Context: an optimization exercise on an open-source flow, tuned for small area, a short achievable clock period and few clock cycles per item. The choices shown serve that exercise and are no tape-out recipe.
Only simulation tests tie the RTL to the original design; equivalence was not proved.
Power is estimated from default activity; no workload was simulated.

==> design.v <==
module fpdiv (
    input  wire        clk,
    input  wire        rst,           
    input  wire        in_valid,
    output wire        in_ready,
    input  wire [31:0] in_a,          
    input  wire [31:0] in_b,          
    output reg         out_valid,
    output reg  [31:0] out_result
);
    localparam [31:0] QNAN = 32'h7FC00000;
    localparam [2:0] S_IDLE  = 3'd0;
    localparam [2:0] S_NORM  = 3'd1;
    localparam [2:0] S_DIV   = 3'd2;
    localparam [2:0] S_ROUND = 3'd3;
    reg [2:0]  state;
    reg [31:0] a_q, b_q;
    reg              sign_q;
    reg [23:0]       mb_q;       
    reg signed [10:0] e_q;       
    reg [25:0]       rem_q;      
    reg [25:0]       quo_q;      
    reg [4:0]        cnt_q;
    assign in_ready = (state == S_IDLE);
    wire        sa = a_q[31];
    wire        sb = b_q[31];
    wire [7:0]  ea = a_q[30:23];
    wire [7:0]  eb = b_q[30:23];
    wire [22:0] fa = a_q[22:0];
    wire [22:0] fb = b_q[22:0];
    wire a_nan  = (ea == 8'hFF) && (fa != 0);
    wire b_nan  = (eb == 8'hFF) && (fb != 0);
    wire a_inf  = (ea == 8'hFF) && (fa == 0);
    wire b_inf  = (eb == 8'hFF) && (fb == 0);
    wire a_zero = (ea == 8'h00) && (fa == 0);
    wire b_zero = (eb == 8'h00) && (fb == 0);
    wire s_res  = sa ^ sb;
    function [4:0] lzc24;
        input [23:0] m;
        integer k;
        begin
            lzc24 = 5'd24;
            for (k = 0; k < 24; k = k + 1)
                if (m[k]) lzc24 = 5'd23 - k[4:0];
        end
    endfunction
    wire [23:0] ma_raw = {(ea != 0), fa};
    wire [23:0] mb_raw = {(eb != 0), fb};
    wire [4:0]  lza    = lzc24(ma_raw);
    wire [4:0]  lzb    = lzc24(mb_raw);
    wire [23:0] ma_n   = ma_raw << lza;
    wire [23:0] mb_n   = mb_raw << lzb;
    wire signed [10:0] ea_n = (ea == 0) ? 11'sd1 - $signed({6'd0, lza}) : $signed({3'd0, ea});
    wire signed [10:0] eb_n = (eb == 0) ? 11'sd1 - $signed({6'd0, lzb}) : $signed({3'd0, eb});
    wire               a_lt_b = (ma_n < mb_n);
    wire signed [10:0] e_div  = ea_n - eb_n + 11'sd127 - (a_lt_b ? 11'sd1 : 11'sd0);
    wire [25:0] rem_sub = rem_q - {2'b00, mb_q};
    wire        q_bit   = (rem_q >= {2'b00, mb_q});
    wire [25:0] rem_nxt = q_bit ? rem_sub : rem_q;
    wire        sticky_div = (rem_q != 0);
    wire        subn       = (e_q < 11'sd1);
    wire [10:0] sh_raw     = 11'sd1 - e_q;                 
    wire [4:0]  sh         = (subn && sh_raw > 11'd27) ? 5'd27 : (subn ? sh_raw[4:0] : 5'd0);
    wire [51:0] q_ext      = {quo_q, 26'd0} >> sh;
    wire [25:0] q_s        = q_ext[51:26];
    wire        sticky     = sticky_div || (q_ext[25:0] != 0);
    wire [23:0] m_pre      = q_s[25:2];
    wire        g_bit      = q_s[1];
    wire        r_bits     = q_s[0] || sticky;
    wire        rnd_up     = g_bit && (r_bits || m_pre[0]);
    wire [7:0]  e_field    = subn ? 8'd0 : e_q[7:0];
    wire [30:0] pack_word     = {e_field, m_pre[22:0]} + {30'd0, rnd_up};
    wire        ovf        = (e_q > 11'sd254);
    wire [31:0] rounded    = ovf ? {sign_q, 8'hFF, 23'd0} : {sign_q, pack_word};
    always @(posedge clk) begin
        if (rst) begin
            state      <= S_IDLE;
            out_valid  <= 1'b0;
            out_result <= 32'd0;
        end else begin
            out_valid <= 1'b0;
            case (state)
                S_IDLE: begin
                    if (in_valid) begin
                        a_q   <= in_a;
                        b_q   <= in_b;
                        state <= S_NORM;
                    end
                end
                S_NORM: begin
                    if (a_nan || b_nan || (a_inf && b_inf) || (a_zero && b_zero)) begin
                        out_result <= QNAN;
                        out_valid  <= 1'b1;
                        state      <= S_IDLE;
                    end else if (a_inf || b_zero) begin
                        out_result <= {s_res, 8'hFF, 23'd0};
                        out_valid  <= 1'b1;
                        state      <= S_IDLE;
                    end else if (b_inf || a_zero) begin
                        out_result <= {s_res, 31'd0};
                        out_valid  <= 1'b1;
                        state      <= S_IDLE;
                    end else begin
                        sign_q <= s_res;
                        mb_q   <= mb_n;
                        e_q    <= e_div;
                        rem_q  <= a_lt_b ? {1'b0, ma_n, 1'b0} : {2'b00, ma_n};
                        quo_q  <= 26'd0;
                        cnt_q  <= 5'd25;
                        state  <= S_DIV;
                    end
                end
                S_DIV: begin
                    quo_q <= {quo_q[24:0], q_bit};
                    rem_q <= {rem_nxt[24:0], 1'b0};
                    if (cnt_q == 5'd0)
                        state <= S_ROUND;
                    else
                        cnt_q <= cnt_q - 5'd1;
                end
                S_ROUND: begin
                    out_result <= rounded;
                    out_valid  <= 1'b1;
                    state      <= S_IDLE;
                end
                default: state <= S_IDLE;
            endcase
        end
    end
endmodule
==> run.sh <==
#!/bin/bash
# synth_recipe.tcl (not shown) runs the flow's synth.tcl, then flattens the netlist and writes it again
# the make line also repeats each setting of config.mk as NAME=value (left out here)
make -C /OpenROAD-flow-scripts/flow DESIGN_CONFIG=/design/flow/config.mk WORK_HOME=/design/flow/orfs CLKGATE_MAP_FILE= SYNTH_SCRIPT=/design/flow/synth_recipe.tcl finish
==> config.mk <==
export PLATFORM = sky130hd
export DESIGN_NAME = fpdiv
export DESIGN_NICKNAME = fpdiv
export VERILOG_FILES = /design/flow/design.v
export SDC_FILE = /design/flow/constraint.sdc
export NUM_CORES = 4
export LEC_CHECK = 0
export CAP_MARGIN = 20
export CORE_MARGIN = 2
export CORE_UTILIZATION = 40
export SLEW_MARGIN = 20
==> constraint.sdc <==
create_clock -name core_clock -period 10.0 [get_ports {clk}]
set_input_delay 2.0000 -clock core_clock [delete_from_list [all_inputs] [get_ports {clk}]]
set_output_delay 2.0000 -clock core_clock [all_outputs]
set_load 0.01 [all_outputs]
==> summary.txt <==
* Status: no timing/DRC/antenna violations
* Port bufs at 100
* Die area at 0.0416 mm²
* Gr usage total at 0.238
* Leading area contributor after synthesis: edfxtp_1
* FFs w/ async S/R, synth at 0
* Mux contribution to synthesized area at 0.113
* Syn Nets at around 1900
* HPWL after detailed placement at 38400 µm
* Ys flop type: edfxtp_1
* Largest family of logic cells by synthesized area: compound AO/OA/AOI/OAI gates
* Synth Register Bits at 192
* Worst EP required at a little over 10 ns
* Rows at 73
* Cells after Synth at ~1800
* Vias in the first global route at 13300
* Post-CTS Hold Fix Bufs at 0
* N_diodes at 0
* Area growth syn-to-layout at 13.3%
* Post-CTS Resized at 0
* CTS Buf Count at 17
* Start of the worst register-to-register path: a_q[26]$_DFFE_PP_
* Post-synthesis cell type count at ~100
* Post-CTS setup buffer count at 0
* Register area share after synthesis at 0.338
* CTS H-Tree Depth at 4
* R2R depth at 32
* Clock sink count at approximately 190
* CTS tree: done
* Setup Crit Path Kind: reg2reg
* CP Capture Type: flip-flop
* Layout Utilization at 0.458
* Hold Path Depth at 2
* Post-Synth Adder-Cell Area at 0.0644
* Compound-Gate Fraction of Synth Area at 0.213
* Ranking of synthesized cells by area: edfxtp_1 29%, mux2i_1 8.4%, ha_1 5.9%, dfxtp_1 4.4%, nor2_1 3.4%
* Post-synthesis simple-gate area fraction at 0.192
* Via count at around 14000
* Top-Level Pins at 101
* Rel. slew slack at 0.310
* Class of the tightest hold or removal check: reg2reg
* Initial Util at 0.404
* Startpoint class of the critical path: flip-flop
* Final setup vio count at 0
* Mapped cell area at between 0.015 and 0.02 mm²
* Per-cell routed wire length at roughly 21 µm
* Post-route minimum period at 7.77 ns
* Worst Path Max Fanout at 22
* Die X at 204 µm
* Lkg Pwr at approximately 6.9 nW
* Fin nets at 1970
* XOR/XNOR Fraction of Synth Area at 0.0274
* Setup Skew at roughly 0.019 ns
* Critical Path AT at 7.99 ns
* YS warnings at 1
* CP max-delay cell: a221oi_1
* WL final at 49700 µm
* Top cell type's share of synthesized area at 0.295
* R2R Setup Slk at 2.23 ns
* R2R Path End: e_q[9]$_DFFE_PP_
* Largest net degree at the start of global routing at 65
* Drt pass-1 iters at 5
* Most common cell in the netlist: edfxtp_1
* Global-route wire length before repair at 77300 µm
* Clock latency (worst-skew pair) at 0.48 ns
* Max-slew violations at 0
* RD Place Congestion at 0.954
* Clk pin slew, worst setup/hold paths at 0.07 ns
* Syn avg cell area at 9.04 µm²
* Final hold vios at 0
* Hold Crit Start: out_result[19]$_SDFFE_PP0P_
* Share of cells above drive strength 1 at 0.0899
* Initial antenna violation count at 0
* ANT nets after route at 0
* RSZ-0062 raised after global routing: no
* Slew @ Worst Pin at 1.03 ns
* Root Driver: clkbuf_16
* P per Cell Area at 116 mW/mm²
* Initial DRC Count at about 1400
* Peak supply drop at about 0.18 mV
* Grt ovf at 0
* Die height at 204 µm
* Post-route DRC at 0
* Clock Tree Buf Depth at 2
* Final worst-path cycle share at 0.777
* Sum Neg Setup Slack at 0 ns
* CP peak stage delay at around 0.6 ns
* Endpoint, Worst Hold: out_result[19]$_SDFFE_PP0P_
* Post-synth EDFFs at 157
* Max-Cap Viols at 0
* Vias per cell at 6.00
* List of most frequent post-synthesis cells: 157 x edfxtp_1, 147 x nor2_1, 135 x nand2_1
* Maximum clock frequency at 129 MHz
* Core Footprint at 0.0396 mm²
## per-layer routing
layer / routed length [µm] / GRT usage
met4: 1510 / 0.0859
met2: 22200 / 0.375
met3: 3040 / 0.0389
met1: 23000 / 0.330
met5: 0 / 0
## logic make-up after synthesis
kind of cell / count (synthesis)
and+or+nand+nor: 592
AOI/OAI and AO/OA: 469
buffers and inverters: 212
DFF: 192
muxes: 174
adders and majority gates: 80
xor gates and xnor gates: 50
## power by group
part,switching [mW],internal (mW),leakage (nW)
combinational,0.248,0.176,4.94
sequential,0.0387,0.911,1.73
clock,0.329,0.394,0.279
## layout by cell type (no fill, tap or decap), types with 11 or more instances in the layout
| cell type | synthesis | routed |
|---|---|---|
| edfxtp_1 | 157 | 157 |
| nor2_1 | 147 | 146 |
| nand2_1 | 135 | 135 |
| mux2i_1 | 134 | 134 |
| inv_1 | 122 | 122 |
| clkdlybuf4s50_1 | 0 | 100 |
| a21oi_1 | 94 | 94 |
| ha_1 | 76 | 76 |
| o21ai_0 | 65 | 64 |
| nor3_1 | 45 | 44 |
| nand3_1 | 39 | 39 |
| and3_1 | 39 | 39 |
| mux2_2 | 36 | 36 |
| xnor2_1 | 35 | 35 |
| dfxtp_1 | 35 | 35 |
| nor4_1 | 33 | 33 |
| o211ai_1 | 29 | 29 |
| nand2b_1 | 28 | 28 |
| a211oi_1 | 25 | 25 |
| a21o_1 | 23 | 23 |
| nor2b_1 | 22 | 22 |
| nand4_1 | 21 | 21 |
| buf_4 | 3 | 20 |
| a211o_1 | 18 | 18 |
| clkbuf_16 | 0 | 17 |
| o31ai_1 | 17 | 16 |
| o21a_1 | 16 | 16 |
| or2_2 | 15 | 15 |
| a31oi_1 | 16 | 15 |
| xor2_1 | 15 | 15 |
| and2_1 | 13 | 13 |
| a22oi_1 | 11 | 11 |
## how the worst max path moves through the flow
| stage | startpoint | endpoint | slack [ns] | cells after the start |
|---|---|---|---|---|
| floorplan | rst | a_q[0]$_DFFE_PP_ | 0.56 | 2 |
| global placement | a_q[26]$_DFFE_PP_ | e_q[9]$_DFFE_PP_ | 2.53 | 32 |
| detailed placement | a_q[26]$_DFFE_PP_ | e_q[9]$_DFFE_PP_ | 2.38 | 32 |
| CTS | a_q[26]$_DFFE_PP_ | e_q[9]$_DFFE_PP_ | 2.35 | 32 |
| global route | a_q[26]$_DFFE_PP_ | e_q[9]$_DFFE_PP_ | 1.65 | 32 |
| finish | a_q[26]$_DFFE_PP_ | e_q[9]$_DFFE_PP_ | 2.23 | 32 |
## state kept, by name, indices dropped and copies added, names as in the netlist
| name | flops |
|---|---|
| rem_q | 26 |
| a_q | 32 |
| mb_q | 24 |
| out_valid | 1 |
| e_q | 11 |
| quo_q | 26 |
| out_result | 32 |
| state | 2 |
| b_q | 32 |
| sign_q | 1 |
| cnt_q | 5 |
## metrics by stage
stage | total power [mW] | setup slack, ns | instances | instance area, µm² | hold WS [ns]
after global placement | 1.38 | 2.53 | 2328 | 17500 | 0.438
after detailed placement | 1.38 | 2.38 | 2328 | 17500 | 0.441
final | 2.10 | 2.23 | 2361 | 18100 | 0.450
after global routing | 2.18 | 1.65 | 2361 | 18100 | 0.484
after CTS | 2.11 | 2.35 | 2360 | 18100 | 0.451
after floorplan | 1.25 | 0.561 | 1769 | 16000 | 0.470
## critical path: cells and delay by family (launching register included)
kind / cells / cell delay [ns]
AOI/OAI and AO/OA: 12 / 2.44
xor gates and xnor gates: 1 / 0.14
adders and majority gates: 5 / 1.29
buffers and inverters: 6 / 0.93
DFF: 1 / 0.44
muxes: 1 / 0.39
and+or+nand+nor: 7 / 1.86
## cell type report
cell class / instances / area, µm²
Fill cell: 3838 / 21500
Multi-Input combinational cell: 1365 / 9820
Sequential cell: 192 / 5420
Timing Repair Buffer: 121 / 1180
Tap cell: 525 / 657
Inverter: 126 / 473
Clock buffer: 19 / 433
Clock inverter: 13 / 160
Testbench counts, summed over its fixed seeds: cycles 232,008, items 8,000.

-- port drivers added, routing unchanged --
How much do the figures lean on ideal ports? The routed layout below was timed once more, with nothing changed but the port constraints.
Step 1 (the two cells are an assumption about what drives the block):
set clk [get_ports {clk}]
set_driving_cell -lib_cell sky130_fd_sc_hd__clkbuf_16 $clk
set_driving_cell -lib_cell sky130_fd_sc_hd__buf_2 [delete_from_list [all_inputs] $clk]
Step 2 times the ports against the registers' clock, not the clock port: input delays grow and output delays shrink by t, the midpoint of the rising clock arrivals with the driver on.
Three values: ideal, step 1, step 2; two values: the first two.
t (ns): 0.524
setup WS [ns]: 2.228 / 2.228 / 2.228
slew at the worst register clock pin (ns): 0.09 / 0.09
After both steps this run still meets setup and hold. The setup slack of this run moves by 0.000 ns with the drivers and by 0.000 ns with both steps.
